Source: an optimization exercise on an open RTL-to-GDS flow (aim: a short achievable clock period and few clock cycles). Production flows keep margins and buffers that such runs may drop. In this exercise RTL edits were held to simulation tests only and were not proved equivalent to the original. Power is estimated from default activity; no workload was simulated.

Design c1fc, start of the top module:
module c1fc #(
    parameter SHORT_FRAME_PARITY = 0
) (
    input  wire       clk,
    input  wire       rst,           
    input  wire       cmd_valid,
    input  wire [7:0] cmd_data,
    input  wire       cmd_last,
    output wire       cmd_ready,
    output wire       rsp_valid,
    output wire [7:0] rsp_data,
    output wire       rsp_last,
    input  wire       rsp_ready
);
For scale: roughly 1800 flip-flops, ~24 I/O pins, roughly 130000 um^2 of cells after synthesis.
clock: 10.0 ns
lec_check: 0
abc_clock_period_in_ps: 3000
cap_margin: 20
core_margin: 2
core_utilization: 40
setup_slack_margin: 5
slew_margin: 20
run.sh (not shown) runs the stock make flow with config.mk's settings and CLKGATE_MAP_FILE= SYNTH_SCRIPT=/design/flow/synth_recipe.tcl, a recipe that flattens the netlist after the stock synthesis.
The first run completed with no timing, DRC or antenna violations.
Testbench counts at the start, summed over its fixed seeds: cycles 20,595.
Edit:
--- a/flow/design.v
+++ b/flow/design.v
@@ -613,20 +613,17 @@
         8'h15: begin t_len = 7'd2; t_wn = 4'd2; end
         8'h12, 8'h13: ;
         8'h30, 8'h31, 8'h32, 8'h33: t_nk = 1'b1;
         default: t_legal = 1'b0;
         endcase
     end
     reg  [5:0]  c_nt;
-    reg  [11:0] f_nb;
-    reg  [6:0]  f_len;
-    always @(posedge clk) begin
-        f_nb  <= {6'd0, c_nt} * 9;
-        f_len <= 7'd3 + {1'b0, c_nt} + {4'd0, ((c_nt + 6'd7) >> 3)};
-    end
+    wire [11:0] f_nb    = {6'd0, c_nt} * 9;
+    wire [5:0]  f_c8    = (c_nt + 6'd7) >> 3;
+    wire [6:0]  f_len   = 7'd3 + {1'b0, c_nt} + {1'b0, f_c8};
     reg         c_m90, c_m91, c_nlt3;
     reg  [5:0]  c_n0, c_n1;
     reg  [4:0]  c_b2hi;
     reg         c_b2r, c_b2nz, c_b2hinz;
     reg  [7:0]  c_b2looh;       
     reg         h_m90, h_m91;
     reg  [5:0]  h_n0, h_n1;
@@ -671,14 +668,18 @@
             if (o_enc) begin
                 c_exp_n = 17'd3 + {9'd0, hd};
                 c_expm1_n = 17'd2 + {9'd0, hd};
                 c_rng_n = (hd == 8'd0) | (hd > (b1_cflag ? 8'd30 : 8'd32));
                 c_wn_n  = 4'd3;
             end
         end else if (i_3) begin
+            if (o_enc) begin
+                c_len_n = f_len;
+                c_nb_n  = f_nb;
+            end
             if (o_dec || o == 8'h15) begin
                 c_exp_n = s_len;
                 c_expm1_n = 17'd3 + {3'd0, s_ceil};
             end
             if (o_dec) begin
                 c_rng_n = ~s_mul9 | (b1_cflag & s_nlt3);
                 c_len_n = 7'd1 + {1'b0, (b1_cflag ? s_n - 6'd2 : s_n)};
@@ -954,19 +955,17 @@
                 bq_crc   <= crc_n;
                 bq_legal <= in_tail ? c_legal : c_legal_n;
                 bq_pre   <= (in_tail ? (c_legal & ~c_rsv & ~c_rng) : (c_legal_n & ~c_rsv_n & ~rng_h)) & lenok_n;
                 bq_lenok <= lenok_n;
                 bq_rsv   <= in_tail ? c_rsv : c_rsv_n;
                 bq_rng   <= in_tail ? c_rng : rng_h;
                 bq_nk    <= in_tail ? c_nk : c_nk_n;
-                bq_len   <= (first && !in_tail) ? t_len :
-                            o_enc ? ((i_3 && c_nt == 6'd1) ? 7'd5 : f_len) :
-                            in_tail ? c_len : c_len_n;
+                bq_len   <= (first && !in_tail) ? t_len : in_tail ? c_len : c_len_n;
                 bq_wn    <= (first && !in_tail) ? t_wn : c_wn;
-                bq_nb    <= (i_3 && c_nt == 6'd1) ? 12'd9 : f_nb;
+                bq_nb    <= in_tail ? c_nb : c_nb_n;
             end
         end
     end
     wire pk = ff(lfsr);         
     reg  [5:0]  pc_off;
     reg  [7:0]  pc_acc, pc_pb;
     reg  [2:0]  pc_accn;
Outcome:
- cell area grows by 0.49%
- power stays flat
- wire length shrinks by 0.75%
- via count grows by 0.58%
- register-to-register slack improves by 0.05 ns
Testbench counts after the change, summed over its fixed seeds: cycles 20,595.

port drivers added, routing unchanged:
Ports are ideal in the flow. The routed layouts listed here were re-timed in OpenROAD. Step 1 assumes that a clkbuf_16 drives the clock port and a buf_2 every other input. Step 2 moves the port delays by t, midway between the first and last clock arrival at a register: inputs arrive t later, outputs are due t later. That takes back most of the time a late clock gives input paths. Three values: ideal, step 1, step 2; two values: the first two.
run	t, ns	setup WS [ns]	clock arrival spread, ns
the first run	1.061	5.217 / 5.217 / 5.097	0.094 / 0.094
the second run	1.034	5.265 / 5.265 / 4.666	0.087 / 0.087
After both steps setup and hold are still met in every run listed. For the second run, which loses most, drivers alone change the setup slack by 0.000 ns; drivers and shift together by -0.599 ns.
